This design comes from an exercise in tuning for small area and few clock cycles on the open sky130 flow, not from production work. The RTL was checked by simulation tests, not by an equivalence proof against the original design. Power figures rest on the tool's default switching activity, not on a simulated workload.

### flow/config.mk
export PLATFORM = sky130hd
export DESIGN_NAME = gc9106_engine
export DESIGN_NICKNAME = gc9106_engine
export VERILOG_FILES = /design/flow/design.v
export SDC_FILE = /design/flow/constraint.sdc
export NUM_CORES = 4
export LEC_CHECK = 0
export CAP_MARGIN = 20
export CORE_MARGIN = 2
export CORE_UTILIZATION = 40
export SLEW_MARGIN = 20
### flow/run.sh
#!/bin/bash
# synth_recipe.tcl (not shown) runs the flow's synth.tcl, then flattens the netlist and writes it again
# the make line also repeats each setting of config.mk as NAME=value (left out here)
make -C /OpenROAD-flow-scripts/flow DESIGN_CONFIG=/design/flow/config.mk WORK_HOME=/design/flow/orfs CLKGATE_MAP_FILE= SYNTH_SCRIPT=/design/flow/synth_recipe.tcl finish
### flow/design.v
module gc9106_spi (
    input  wire       clk,
    input  wire       rst,
    input  wire       start,      
    input  wire       start_dc,   
    input  wire [7:0] start_byte,
    output reg        busy,
    output wire       done,       
    output reg        sclk,
    output reg        mosi,
    output reg        dc
);
    reg [7:0] shreg;
    reg [2:0] bitcnt;
    assign done = busy && sclk && (bitcnt == 3'd7);
    always @(posedge clk) begin
        if (rst) begin
            busy   <= 1'b0;
            sclk   <= 1'b0;
            mosi   <= 1'b0;
            dc     <= 1'b0;
            shreg  <= 8'd0;
            bitcnt <= 3'd0;
        end else if (!busy) begin
            if (start) begin
                busy   <= 1'b1;
                dc     <= start_dc;
                shreg  <= start_byte;
                mosi   <= start_byte[7];
                bitcnt <= 3'd0;
                sclk   <= 1'b0;
            end
        end else begin
            if (!sclk) begin
                sclk <= 1'b1;
            end else begin
                sclk <= 1'b0;
                if (bitcnt == 3'd7) begin
                    busy <= 1'b0;
                end else begin
                    bitcnt <= bitcnt + 3'd1;
                    shreg  <= {shreg[6:0], 1'b0};
                    mosi   <= shreg[6];
                end
            end
        end
    end
endmodule
module gc9106_pixconv (
    input  wire [23:0] rgb,
    output wire [7:0]  q332,
    output wire [15:0] q565,
    input  wire [7:0]  p332,
    output wire [15:0] x565
);
    wire [7:0] r8 = rgb[23:16];
    wire [7:0] g8 = rgb[15:8];
    wire [7:0] b8 = rgb[7:0];
    assign q332 = {r8[7:5], g8[7:5], b8[7:6]};
    assign q565 = {r8[7:3], g8[7:2], b8[7:3]};
    wire [15:0] r_mul = 16'd255 * p332[7:5];
    wire [15:0] g_mul = 16'd255 * p332[4:2];
    wire [15:0] b_mul = 16'd255 * p332[1:0];
    wire [15:0] r_exp = r_mul / 16'd7;
    wire [15:0] g_exp = g_mul / 16'd7;
    wire [15:0] b_exp = b_mul / 16'd3;
    wire [7:0] re = r_exp[7:0];
    wire [7:0] ge = g_exp[7:0];
    wire [7:0] be = b_exp[7:0];
    assign x565 = {re[7:3], ge[7:2], be[7:3]};
endmodule
module gc9106_engine (
    input  wire        clk,
    input  wire        rst,           
    input  wire        host_we,
    input  wire [5:0]  host_addr,     
    input  wire [31:0] host_wdata,
    output reg  [31:0] host_rdata,    
    input  wire        tick_ms,
    output wire [15:0] rom_addr,
    input  wire [7:0]  rom_data,
    input  wire [15:0] rom_len,       
    output reg  [13:0] fb_addr,
    output reg         fb_we,
    output reg  [1:0]  fb_be,         
    output reg  [15:0] fb_wdata,
    input  wire [15:0] fb_rdata,
    output reg         lcd_cs_n,
    output wire        lcd_dc,
    output wire        lcd_sclk,
    output wire        lcd_mosi,
    output reg         lcd_rst_n
);
    localparam [31:0] PHYS_COLS = 32'd132;
    localparam [31:0] PHYS_ROWS = 32'd162;
    localparam [32:0] BUF_BYTES = 33'd32768;
    localparam [7:0] CMD_CASET  = 8'h2A;
    localparam [7:0] CMD_RASET  = 8'h2B;
    localparam [7:0] CMD_RAMWR  = 8'h2C;
    localparam [7:0] CMD_MADCTL = 8'h36;
    localparam [7:0] CMD_INVON  = 8'h21;
    localparam [2:0] ST_UNINIT   = 3'd0;
    localparam [2:0] ST_RESET    = 3'd1;
    localparam [2:0] ST_PLAY     = 3'd2;
    localparam [2:0] ST_CONFIG   = 3'd3;
    localparam [2:0] ST_READY    = 3'd4;
    localparam [2:0] ST_TRANSMIT = 3'd5;
    localparam [2:0] ST_FAILED   = 3'd6;
    localparam [5:0] S_IDLE       = 6'd0;
    localparam [5:0] S_V_GEOM     = 6'd1;
    localparam [5:0] S_V_LEN      = 6'd2;
    localparam [5:0] S_V_N_WAIT   = 6'd3;
    localparam [5:0] S_V_N        = 6'd4;
    localparam [5:0] S_V_LOOP     = 6'd5;
    localparam [5:0] S_V_CF_WAIT  = 6'd6;
    localparam [5:0] S_V_CF       = 6'd7;
    localparam [5:0] S_RST0       = 6'd8;
    localparam [5:0] S_RST_LOW    = 6'd9;
    localparam [5:0] S_RST_HIGH   = 6'd10;
    localparam [5:0] S_WAIT       = 6'd11;
    localparam [5:0] S_PLAY       = 6'd12;
    localparam [5:0] S_P_N_WAIT   = 6'd13;
    localparam [5:0] S_P_N        = 6'd14;
    localparam [5:0] S_P_REC      = 6'd15;
    localparam [5:0] S_P_OPC_WAIT = 6'd16;
    localparam [5:0] S_P_OPC      = 6'd17;
    localparam [5:0] S_P_CF_WAIT  = 6'd18;
    localparam [5:0] S_P_CF       = 6'd19;
    localparam [5:0] S_P_ARG      = 6'd20;
    localparam [5:0] S_P_ARG_WAIT = 6'd21;
    localparam [5:0] S_P_ARG_SEND = 6'd22;
    localparam [5:0] S_P_DESEL    = 6'd23;
    localparam [5:0] S_P_DLY_WAIT = 6'd24;
    localparam [5:0] S_P_DLY      = 6'd25;
    localparam [5:0] S_P_NEXT     = 6'd26;
    localparam [5:0] S_GEOM       = 6'd27;
    localparam [5:0] S_M_DAT      = 6'd28;
    localparam [5:0] S_M_DESEL    = 6'd29;
    localparam [5:0] S_I_SEL      = 6'd30;
    localparam [5:0] S_I_DESEL    = 6'd31;
    localparam [5:0] S_CLR        = 6'd32;
    localparam [5:0] S_SEND       = 6'd33;
    localparam [5:0] S_SEND_BUSY  = 6'd34;
    localparam [5:0] S_U_HDR      = 6'd35;
    localparam [5:0] S_U_PIX      = 6'd36;
    localparam [5:0] S_U_RD_WAIT  = 6'd37;
    localparam [5:0] S_U_RD       = 6'd38;
    localparam [5:0] S_U_LO       = 6'd39;
    localparam [5:0] S_U_NEXT     = 6'd40;
    localparam [5:0] S_U_END      = 6'd41;
    localparam [5:0] S_FAIL_CFG   = 6'd42;
    localparam [5:0] S_FAIL_SCR   = 6'd43;
    reg [2:0]  state;
    reg [4:0]  err;           
    reg [15:0] cfg_width, cfg_height, cfg_colstart, cfg_rowstart;
    reg [5:0]  cfg_mode;
    reg [15:0] geom_width, geom_height, geom_colstart, geom_rowstart;
    reg [15:0] pix_x, pix_y;
    reg [23:0] pix_color;
    wire busy = (state == ST_RESET) || (state == ST_PLAY) ||
                (state == ST_CONFIG) || (state == ST_TRANSMIT);
    wire fmt8        = cfg_mode[0];
    wire mode_bgr    = cfg_mode[1];
    wire mode_invert = cfg_mode[2];
    wire mode_mx     = cfg_mode[3];
    wire mode_my     = cfg_mode[4];
    wire rst_present = cfg_mode[5];
    wire [7:0] mode_byte = {mode_my, mode_mx, 2'b00, mode_bgr, 3'b000};
    wire [15:0] res_w  = (cfg_width    == 16'd0) ? 16'd80  : cfg_width;
    wire [15:0] res_h  = (cfg_height   == 16'd0) ? 16'd160 : cfg_height;
    wire [15:0] res_cs = (cfg_colstart == 16'd0) ? 16'd24  : cfg_colstart;
    wire [15:0] res_rs = cfg_rowstart;
    wire [31:0] res_area  = res_w * res_h;
    wire [32:0] res_bytes = fmt8 ? {1'b0, res_area} : {res_area, 1'b0};
    wire [31:0] res_xend  = {16'd0, res_cs} + {16'd0, res_w};
    wire [31:0] res_yend  = {16'd0, res_rs} + {16'd0, res_h};
    wire        geom_ok   = (res_xend <= PHYS_COLS) && (res_yend <= PHYS_ROWS) &&
                            (res_bytes <= BUF_BYTES);
    wire [31:0] npix   = geom_width * geom_height;
    wire [32:0] nbytes = fmt8 ? {1'b0, npix} : {npix, 1'b0};
    wire [31:0] nwords = nbytes[32:1] + {31'd0, nbytes[0]};
    wire [15:0] win_x2 = geom_colstart + geom_width  - 16'd1;
    wire [15:0] win_y2 = geom_rowstart + geom_height - 16'd1;
    wire signed [31:0] px = {{16{pix_x[15]}}, pix_x};
    wire signed [31:0] py = {{16{pix_y[15]}}, pix_y};
    wire in_range = (px >= 0) && (px < $signed({16'd0, geom_width})) &&
                    (py >= 0) && (py < $signed({16'd0, geom_height}));
    wire [31:0] pix_index = px + py * $signed({16'd0, geom_width});
    wire [7:0]  c332;
    wire [15:0] c565;
    wire [7:0]  stream332;
    wire [15:0] stream565;
    gc9106_pixconv u_conv (
        .rgb  (pix_color),
        .q332 (c332),
        .q565 (c565),
        .p332 (stream332),
        .x565 (stream565)
    );
    reg        spi_start;
    reg        tx_dc;
    reg  [7:0] tx_byte;
    wire       spi_busy;
    wire       spi_done;
    gc9106_spi u_spi (
        .clk        (clk),
        .rst        (rst),
        .start      (spi_start),
        .start_dc   (tx_dc),
        .start_byte (tx_byte),
        .busy       (spi_busy),
        .done       (spi_done),
        .sclk       (lcd_sclk),
        .mosi       (lcd_mosi),
        .dc         (lcd_dc)
    );
    reg [5:0]  seq;
    reg [5:0]  wait_ret;
    reg [5:0]  tx_ret;
    reg [9:0]  wait_cnt;
    reg [15:0] rom_ptr;
    reg [16:0] vaddr;        
    reg [7:0]  rec_left;
    reg [15:0] pc;
    reg [7:0]  cf;
    reg [6:0]  arg_i;
    reg [31:0] cnt;          
    reg [3:0]  u_step;
    reg [15:0] pix_word;
    assign rom_addr = rom_ptr;
    wire [6:0]  cf_k   = cf[6:0];
    wire        cf_d   = cf[7];
    wire [7:0]  cur_cf = rom_data;
    wire [16:0] rec_len = 17'd2 + {10'd0, cur_cf[6:0]} + {16'd0, cur_cf[7]};
    wire [9:0]  dly_ms  = (rom_data == 8'hFF) ? 10'd500 : {2'd0, rom_data};
    assign stream332 = cnt[0] ? fb_rdata[7:0] : fb_rdata[15:8];
    reg       hdr_dc;
    reg [7:0] hdr_byte;
    always @(*) begin
        hdr_dc   = 1'b1;
        hdr_byte = 8'h00;
        case (u_step)
            4'd0:  begin hdr_dc = 1'b0; hdr_byte = CMD_CASET; end
            4'd1:  hdr_byte = geom_colstart[15:8];
            4'd2:  hdr_byte = geom_colstart[7:0];
            4'd3:  hdr_byte = win_x2[15:8];
            4'd4:  hdr_byte = win_x2[7:0];
            4'd5:  begin hdr_dc = 1'b0; hdr_byte = CMD_RASET; end
            4'd6:  hdr_byte = geom_rowstart[15:8];
            4'd7:  hdr_byte = geom_rowstart[7:0];
            4'd8:  hdr_byte = win_y2[15:8];
            4'd9:  hdr_byte = win_y2[7:0];
            default: begin hdr_dc = 1'b0; hdr_byte = CMD_RAMWR; end
        endcase
    end
    wire [3:0] widx   = host_addr[5:2];
    wire       wr_cmd = host_we && (widx == 4'h0);
    wire       wr_cfg = host_we && (widx >= 4'h2) && (widx <= 4'h6);
    wire [7:0] op     = host_wdata[7:0];
    wire       op_valid = (op == 8'h01) || (op == 8'h02) || (op == 8'h03);
    always @(posedge clk) begin
        if (rst) begin
            state         <= ST_UNINIT;
            err           <= 5'd0;
            cfg_width     <= 16'd0;
            cfg_height    <= 16'd0;
            cfg_colstart  <= 16'd0;
            cfg_rowstart  <= 16'd0;
            cfg_mode      <= 6'd0;
            geom_width    <= 16'd0;
            geom_height   <= 16'd0;
            geom_colstart <= 16'd0;
            geom_rowstart <= 16'd0;
            pix_x         <= 16'd0;
            pix_y         <= 16'd0;
            pix_color     <= 24'd0;
            lcd_cs_n      <= 1'b1;
            lcd_rst_n     <= 1'b1;
            fb_addr       <= 14'd0;
            fb_we         <= 1'b0;
            fb_be         <= 2'b00;
            fb_wdata      <= 16'd0;
            seq           <= S_IDLE;
            wait_ret      <= S_IDLE;
            tx_ret        <= S_IDLE;
            wait_cnt      <= 10'd0;
            rom_ptr       <= 16'd0;
            vaddr         <= 17'd0;
            rec_left      <= 8'd0;
            pc            <= 16'd0;
            cf            <= 8'd0;
            arg_i         <= 7'd0;
            cnt           <= 32'd0;
            u_step        <= 4'd0;
            pix_word      <= 16'd0;
            spi_start     <= 1'b0;
            tx_dc         <= 1'b0;
            tx_byte       <= 8'd0;
        end else begin
            spi_start <= 1'b0;
            fb_we     <= 1'b0;
            if (host_we) begin
                case (widx)
                    4'h2: if (state == ST_UNINIT) cfg_width    <= host_wdata[15:0];
                    4'h3: if (state == ST_UNINIT) cfg_height   <= host_wdata[15:0];
                    4'h4: if (state == ST_UNINIT) cfg_colstart <= host_wdata[15:0];
                    4'h5: if (state == ST_UNINIT) cfg_rowstart <= host_wdata[15:0];
                    4'h6: if (state == ST_UNINIT) cfg_mode     <= host_wdata[5:0];
                    4'hB: pix_x     <= host_wdata[15:0];
                    4'hC: pix_y     <= host_wdata[15:0];
                    4'hD: pix_color <= host_wdata[23:0];
                    default: ;
                endcase
            end
            if (wr_cfg && (state != ST_UNINIT))
                err[2] <= 1'b1;
            if (wr_cmd) begin
                if (busy) begin
                    err[3] <= 1'b1;
                end else if (!op_valid) begin
                    err[4] <= 1'b1;
                end else if ((op == 8'h01) && (state != ST_UNINIT)) begin
                    err[2] <= 1'b1;
                end else if ((op != 8'h01) && (state != ST_READY)) begin
                    err[2] <= 1'b1;
                end else if (op == 8'h01) begin
                    state <= ST_RESET;
                    seq   <= S_V_GEOM;
                end else if (op == 8'h02) begin
                    state    <= ST_TRANSMIT;
                    lcd_cs_n <= 1'b0;
                    u_step   <= 4'd0;
                    seq      <= S_U_HDR;
                end else begin
                    if (in_range) begin
                        fb_we <= 1'b1;
                        if (fmt8) begin
                            fb_addr  <= pix_index[14:1];
                            fb_be    <= pix_index[0] ? 2'b01 : 2'b10;
                            fb_wdata <= {c332, c332};
                        end else begin
                            fb_addr  <= pix_index[13:0];
                            fb_be    <= 2'b11;
                            fb_wdata <= c565;
                        end
                    end
                end
            end
            case (seq)
                S_IDLE: ;
                S_V_GEOM: begin
                    if (!geom_ok) seq <= S_FAIL_CFG;
                    else          seq <= S_V_LEN;
                end
                S_V_LEN: begin
                    if (rom_len == 16'd0) begin
                        seq <= S_FAIL_SCR;
                    end else begin
                        rom_ptr <= 16'd0;
                        seq     <= S_V_N_WAIT;
                    end
                end
                S_V_N_WAIT: seq <= S_V_N;
                S_V_N: begin
                    rec_left <= rom_data;
                    vaddr    <= 17'd1;
                    seq      <= S_V_LOOP;
                end
                S_V_LOOP: begin
                    if (rec_left == 8'd0) begin
                        if (vaddr == {1'b0, rom_len}) seq <= S_RST0;
                        else                          seq <= S_FAIL_SCR;
                    end else if (vaddr + 17'd1 >= {1'b0, rom_len}) begin
                        seq <= S_FAIL_SCR;
                    end else begin
                        rom_ptr <= vaddr[15:0] + 16'd1;
                        seq     <= S_V_CF_WAIT;
                    end
                end
                S_V_CF_WAIT: seq <= S_V_CF;
                S_V_CF: begin
                    if (vaddr + rec_len > {1'b0, rom_len}) begin
                        seq <= S_FAIL_SCR;
                    end else begin
                        vaddr    <= vaddr + rec_len;
                        rec_left <= rec_left - 8'd1;
                        seq      <= S_V_LOOP;
                    end
                end
                S_FAIL_CFG: begin
                    state  <= ST_FAILED;
                    err[0] <= 1'b1;
                    seq    <= S_IDLE;
                end
                S_FAIL_SCR: begin
                    state  <= ST_FAILED;
                    err[1] <= 1'b1;
                    seq    <= S_IDLE;
                end
                S_RST0: begin
                    if (rst_present) begin
                        wait_cnt <= 10'd1;
                        wait_ret <= S_RST_LOW;
                    end else begin
                        wait_cnt <= 10'd100;
                        wait_ret <= S_PLAY;
                    end
                    seq <= S_WAIT;
                end
                S_RST_LOW: begin
                    lcd_rst_n <= 1'b0;
                    wait_cnt  <= 10'd10;
                    wait_ret  <= S_RST_HIGH;
                    seq       <= S_WAIT;
                end
                S_RST_HIGH: begin
                    lcd_rst_n <= 1'b1;
                    wait_cnt  <= 10'd100;
                    wait_ret  <= S_PLAY;
                    seq       <= S_WAIT;
                end
                S_WAIT: begin
                    if (wait_cnt == 10'd0)
                        seq <= wait_ret;
                    else if (tick_ms)
                        wait_cnt <= wait_cnt - 10'd1;
                end
                S_PLAY: begin
                    state   <= ST_PLAY;
                    rom_ptr <= 16'd0;
                    seq     <= S_P_N_WAIT;
                end
                S_P_N_WAIT: seq <= S_P_N;
                S_P_N: begin
                    rec_left <= rom_data;
                    pc       <= 16'd1;
                    seq      <= S_P_REC;
                end
                S_P_REC: begin
                    if (rec_left == 8'd0) begin
                        seq <= S_GEOM;
                    end else begin
                        rom_ptr <= pc;
                        seq     <= S_P_OPC_WAIT;
                    end
                end
                S_P_OPC_WAIT: begin
                    rom_ptr <= pc + 16'd1;
                    seq     <= S_P_OPC;
                end
                S_P_OPC: begin
                    tx_byte <= rom_data;
                    tx_dc   <= 1'b0;
                    seq     <= S_P_CF_WAIT;
                end
                S_P_CF_WAIT: seq <= S_P_CF;
                S_P_CF: begin
                    cf       <= rom_data;
                    lcd_cs_n <= 1'b0;
                    arg_i    <= 7'd0;
                    tx_ret   <= S_P_ARG;
                    seq      <= S_SEND;
                end
                S_P_ARG: begin
                    if (arg_i == cf_k) begin
                        seq <= S_P_DESEL;
                    end else begin
                        rom_ptr <= pc + 16'd2 + {9'd0, arg_i};
                        seq     <= S_P_ARG_WAIT;
                    end
                end
                S_P_ARG_WAIT: seq <= S_P_ARG_SEND;
                S_P_ARG_SEND: begin
                    tx_byte <= rom_data;
                    tx_dc   <= 1'b1;
                    arg_i   <= arg_i + 7'd1;
                    tx_ret  <= S_P_ARG;
                    seq     <= S_SEND;
                end
                S_P_DESEL: begin
                    lcd_cs_n <= 1'b1;
                    if (cf_d) begin
                        rom_ptr <= pc + 16'd2 + {9'd0, cf_k};
                        seq     <= S_P_DLY_WAIT;
                    end else begin
                        seq <= S_P_NEXT;
                    end
                end
                S_P_DLY_WAIT: seq <= S_P_DLY;
                S_P_DLY: begin
                    wait_cnt <= dly_ms;
                    wait_ret <= S_P_NEXT;
                    seq      <= S_WAIT;
                end
                S_P_NEXT: begin
                    pc       <= pc + 16'd2 + {9'd0, cf_k} + {15'd0, cf_d};
                    rec_left <= rec_left - 8'd1;
                    seq      <= S_P_REC;
                end
                S_GEOM: begin
                    geom_width    <= res_w;
                    geom_height   <= res_h;
                    geom_colstart <= res_cs;
                    geom_rowstart <= res_rs;
                    state         <= ST_CONFIG;
                    lcd_cs_n      <= 1'b0;
                    tx_byte       <= CMD_MADCTL;
                    tx_dc         <= 1'b0;
                    tx_ret        <= S_M_DAT;
                    seq           <= S_SEND;
                end
                S_M_DAT: begin
                    tx_byte <= mode_byte;
                    tx_dc   <= 1'b1;
                    tx_ret  <= S_M_DESEL;
                    seq     <= S_SEND;
                end
                S_M_DESEL: begin
                    lcd_cs_n <= 1'b1;
                    cnt      <= 32'd0;
                    if (mode_invert) seq <= S_I_SEL;
                    else             seq <= S_CLR;
                end
                S_I_SEL: begin
                    lcd_cs_n <= 1'b0;
                    tx_byte  <= CMD_INVON;
                    tx_dc    <= 1'b0;
                    tx_ret   <= S_I_DESEL;
                    seq      <= S_SEND;
                end
                S_I_DESEL: begin
                    lcd_cs_n <= 1'b1;
                    seq      <= S_CLR;
                end
                S_CLR: begin
                    if (cnt == nwords) begin
                        state <= ST_READY;
                        seq   <= S_IDLE;
                    end else begin
                        fb_we    <= 1'b1;
                        fb_addr  <= cnt[13:0];
                        fb_wdata <= 16'd0;
                        if (nbytes[0] && (cnt == nwords - 32'd1))
                            fb_be <= 2'b10;
                        else
                            fb_be <= 2'b11;
                        cnt <= cnt + 32'd1;
                    end
                end
                S_SEND: begin
                    spi_start <= 1'b1;
                    seq       <= S_SEND_BUSY;
                end
                S_SEND_BUSY: begin
                    if (spi_done) seq <= tx_ret;
                end
                S_U_HDR: begin
                    if (u_step == 4'd11) begin
                        cnt <= 32'd0;
                        seq <= S_U_PIX;
                    end else begin
                        tx_byte <= hdr_byte;
                        tx_dc   <= hdr_dc;
                        u_step  <= u_step + 4'd1;
                        tx_ret  <= S_U_HDR;
                        seq     <= S_SEND;
                    end
                end
                S_U_PIX: begin
                    if (cnt == npix) begin
                        seq <= S_U_END;
                    end else begin
                        fb_addr <= fmt8 ? cnt[14:1] : cnt[13:0];
                        seq     <= S_U_RD_WAIT;
                    end
                end
                S_U_RD_WAIT: seq <= S_U_RD;
                S_U_RD: begin
                    pix_word <= fmt8 ? stream565 : fb_rdata;
                    tx_byte  <= fmt8 ? stream565[15:8] : fb_rdata[15:8];
                    tx_dc    <= 1'b1;
                    tx_ret   <= S_U_LO;
                    seq      <= S_SEND;
                end
                S_U_LO: begin
                    tx_byte <= pix_word[7:0];
                    tx_dc   <= 1'b1;
                    tx_ret  <= S_U_NEXT;
                    seq     <= S_SEND;
                end
                S_U_NEXT: begin
                    cnt <= cnt + 32'd1;
                    seq <= S_U_PIX;
                end
                S_U_END: begin
                    lcd_cs_n <= 1'b1;
                    state    <= ST_READY;
                    seq      <= S_IDLE;
                end
                default: seq <= S_IDLE;
            endcase
        end
    end
    always @(*) begin
        case (host_addr[5:2])
            4'h1: host_rdata = {23'd0, err, busy, state};
            4'h2: host_rdata = {16'd0, cfg_width};
            4'h3: host_rdata = {16'd0, cfg_height};
            4'h4: host_rdata = {16'd0, cfg_colstart};
            4'h5: host_rdata = {16'd0, cfg_rowstart};
            4'h6: host_rdata = {26'd0, cfg_mode};
            4'h7: host_rdata = {16'd0, geom_width};
            4'h8: host_rdata = {16'd0, geom_height};
            4'h9: host_rdata = {16'd0, geom_colstart};
            4'hA: host_rdata = {16'd0, geom_rowstart};
            4'hB: host_rdata = {16'd0, pix_x};
            4'hC: host_rdata = {16'd0, pix_y};
            4'hD: host_rdata = {8'd0, pix_color};
            default: host_rdata = 32'd0;
        endcase
    end
endmodule
### flow/constraint.sdc
create_clock -name core_clock -period 12.0 [get_ports {clk}]
set_input_delay 2.4000 -clock core_clock [delete_from_list [all_inputs] [get_ports {clk}]]
set_output_delay 2.4000 -clock core_clock [all_outputs]
set_load 0.01 [all_outputs]
==> run notes <==
-- layout by cell type, fill, tap and decap left out, types with 79 or more instances in the layout --
cell type	count
and2_1	239
dfxtp_1	397
o21ai_0	174
nor3_1	116
xor2_1	91
fa_1	475
nor2_1	474
inv_1	779
buf_4	137
nand2_1	1073
mux2i_1	79
ha_1	464
a21o_1	81
a21oi_1	479
xnor2_1	243
clkdlybuf4s50_1	148
nand3_1	154
-- power breakdown --
group | total [uW] | switching, uW | internal (uW)
combinational | 983 | 642 | 341
clock | 1650 | 686 | 966
sequential | 1440 | 56.7 | 1380
total | 4080 | 1380 | 2690
-- worst reg2reg max path, delay by kind of cell (launching register included) --
family                   cells  cell delay, ns
XOR/XNOR                     2            0.65
adder cells (fa/ha/maj)      7            3.15
multiplexers                 1            0.43
AND/OR/NAND/NOR              8            2.52
AO/OA/AOI/OAI                5            1.79
flip-flops                   1            0.82
buffers and inverters        7            1.32
-- metrics by stage --
| stage | total power [uW] | util, % | instance area, um^2 | cells |
|---|---|---|---|---|
| 2_1_floorplan | 2060 | - | 53000 | 6928 |
| 3_3_place_gp | 2410 | 42.6 | 56000 | 8493 |
| 3_5_place_dp | 2430 | 42.6 | 56000 | 8493 |
| 4_1_cts | 4070 | 43.9 | 57700 | 8579 |
| 5_1_grt | 4230 | 44.0 | 57800 | 8580 |
| 6_report | 4080 | 44.0 | 57800 | 8581 |
-- flip-flops by register name, summed over array words and instances, names as in the netlist, 7 cells and up --
signal	count
cfg_colstart	16
cnt	32
fb_addr	14
rom_ptr	16
geom_height	16
rec_left	8
pix_y	16
geom_colstart	16
u_spi.shreg	7
geom_rowstart	16
arg_i	7
cfg_height	16
cfg_rowstart	16
wait_cnt	10
pix_x	16
pix_color	24
cfg_width	16
geom_width	16
fb_wdata	16
cf	8
pc	16
vaddr	17
pix_word	8
tx_byte	8
-- synthesized netlist by cell type, types with 154 or more instances --
master	n
nor2_1	477
nand3_1	154
nand2_1	1074
xnor2_1	243
inv_1	780
dfxtp_1	400
o21ai_0	174
and2_1	238
ha_1	464
a21oi_1	480
fa_1	475
clkbuf_1	435
-- final timing paths --
path,to,from,depth (start not counted),slack (ns)
min reg2reg,pix_color[16]$_SDFFE_PP0P_,pix_color[16]$_SDFFE_PP0P_,2,0.45
max,fb_addr[13]$_SDFF_PP0_,geom_height[11]$_SDFFE_PP0P_,30,1.23
max reg2reg,fb_addr[13]$_SDFF_PP0_,geom_height[11]$_SDFFE_PP0P_,30,1.23
min,pix_color[16]$_SDFFE_PP0P_,pix_color[16]$_SDFFE_PP0P_,2,0.45
-- layer usage --
| metal | part of all wire [%] | global-route usage (%) | wire (um) | up-vias |
|---|---|---|---|---|
| li1 | - | - | - | 23031 |
| met4 | 5.1 | 12.1 | 9710 | 10 |
| met1 | 42 | 36.3 | 79300 | 24135 |
| met3 | 8.6 | 5.50 | 16300 | 479 |
| met5 | 0.034 | 0 | 65 | - |
| met2 | 44 | 43.3 | 84300 | 2084 |
-- final cells by class --
cell class / instances / area, um^2 / area share [%]
timing repair buffer: 287 / 2550 / 4.42
tap: 1755 / 2200 / 3.80
clock buffer: 59 / 1280 / 2.22
antenna: 1 / 2.50 / 0.00433
clock inverter: 27 / 469 / 0.812
multi-input combinational: 5263 / 40300 / 69.8
inverter: 789 / 2960 / 5.12
sequential: 400 / 8010 / 13.9
-- cells by family (layout without fill, tap and decap cells) --
group / Yosys count / in the layout / synth area share (%)
other cells: 1 / 9 / 0.00708
flops: 400 / 400 / 15.1
xor+xnor: 341 / 341 / 5.82
compound gates: 1416 / 1416 / 17.8
simple gates: 2470 / 2470 / 21.5
buf+inv: 1265 / 1162 / 9.07
mux: 89 / 89 / 1.71
fa+ha+maj: 939 / 939 / 28.9
==> results by group <==
Global routing
  – Total grt overflow: 0
  – First-pass GRT wire length: about 290,000 um
  – Vias in the first global route: between 40k and 50k
  – Initial antenna violation count: 8
  – Largest net degree at the start of global routing: between 100 and 150
  – Total GRT Usage: roughly 27%

Die
  – Die width: 368 um
  – Starting Density: between 40% and 50%
  – DIE AREA: approximately 0.14 mm^2
  – Cell Rows: between 100 and 150
  – Total core area: around 0.13 mm^2
  – I/O pin count: about 170
  – Die Span Y: approximately 370 um

Final layout
  – Fillers: between 10k and 15k
  – Area added between synthesis and finish: 9.10%
  – Layout cells sized above 1: under 10%
  – Final nets: 7,810

Yosys
  – Number of synthesized flops with an enable pin: 0
  – Mapped Cells: 6,921
  – FFs w/ async S/R, synth: 0%
  – Top_reg_cell synth: dfxtp_1
  – Cell accounting for the most synthesized area: fa_1
  – Register area share after synthesis: ~15%
  – Ys Warns: 2
  – Share of the synthesized area in the top cell type: approximately 18%
  – Yosys cell types: 103
  – Yosys reg bits: 400
  – Syn_area_per_cell: approximately 7.7 um^2
  – Synth Cell Area: 0.0530 mm^2
  – Synth top area cells: fa_1 18%, dfxtp_1 15%, ha_1 11%

Min path
  – Min-delay worst type: reg2reg

Setup path
  – Worst Setup Start Kind: register
  – Crit-path max cell delay: ~0.82 ns
  – Arrival time worst endpoint: between 10 and 15 ns
  – Max FO, Critical Path: 16
  – Delay-heaviest family, CP: adder cells
  – Crit end category: register
  – Crit path buf inv count: 7
  – WS Path Type: reg2reg
  – Worst path most repeated cell: fa_1
  – CP max-delay cell: dfxtp_1
  – WP data required: 12.56 ns

Route
  – Iter 0 DRT Violations: between 4k and 5k
  – Pre-Repair DR Iteration Count: 8
  – Routed WL per cell: 22.1 um
  – DRC: 0
  – Final antenna-violating net count: 0
  – Routed wire length: about 190,000 um
  – Vias per cell: ~5.8
  – Total number of vias: 49.7k

Clocking
  – CTS tree: built
  – Clock slew at reported path FFs: approximately 0.060 ns
  – Post-CTS Resized: 0
  – Clk sinks: 400
  – CTS Hold Buffers Added: 0
  – Clock Tree Buf Depth: 3
  – Total CTS buffers: 48
  – Clock latency (worst-skew pair): between 0.6 and 0.7 ns
  – Root buffer cell: clkbuf_16
  – Setup Buffers After CTS: 0
  – H-tree depth: 2

Timing
  – Slew @ Worst Pin: 1.10 ns
  – Min Clock Period, post-route: roughly 11 ns
  – Skew final: approximately 0.059 ns
  – Fin worst setup slack: ~1.2 ns
  – Worst hold slack: between 0.4 and 0.5 ns
  – Total negative setup slack: 0 ns
  – Crit share post-route: about 90%
  – Final hold viol count: 0
  – Slew margin rel.: 25.8%
  – Unrepaired setup endpoints after global routing: no
  – Endpoints failing setup: 0
  – F_max: just over 90 MHz
  – Final Slew Violations: 0

Pwr
  – PD cells: 70.5 mW/mm^2
  – Static Leak: 0.0238 uW
  – VDD IR max: between 0.1 and 0.15 mV

Placement
  – Place WS: between 1 and 1.5 ns
  – GPL Wtd Cong: 0.985
  – Placed wire-length estimate: around 140,000 um
  – IO Port Bufs: roughly 150

Status
  – Status: timing/DRC/antenna clean

Flow run
  – Max-cap violations: 0
Testbench counts, summed over its fixed seeds: cycles 3,434,748.

[what the ideal ports hide]
In the flow no input, the clock included, has a driving cell. The finished layout below was timed again as built, in two steps. Step 1 (the two cells are an assumption about what drives the block):
set clk [get_ports {clk}]
set_driving_cell -lib_cell sky130_fd_sc_hd__clkbuf_16 $clk
set_driving_cell -lib_cell sky130_fd_sc_hd__buf_2 [delete_from_list [all_inputs] $clk]
Step 2, shift: input delay + t, output delay - t, t = (earliest + latest rising clock arrival at the registers) / 2. This alone moves slack from input paths to output paths. Three values: ideal ports, drivers, drivers and shift; two values: the first two.
t, ns: 0.730
setup slack, ns: 1.231 / 1.231 / 1.231
latest minus earliest clock arrival (ns): 0.061 / 0.060
worst slew at a driven data input, ns: 0.20
After both steps this run still meets setup and hold. The setup slack of this run moves by 0.000 ns with the drivers and by 0.000 ns with both steps.
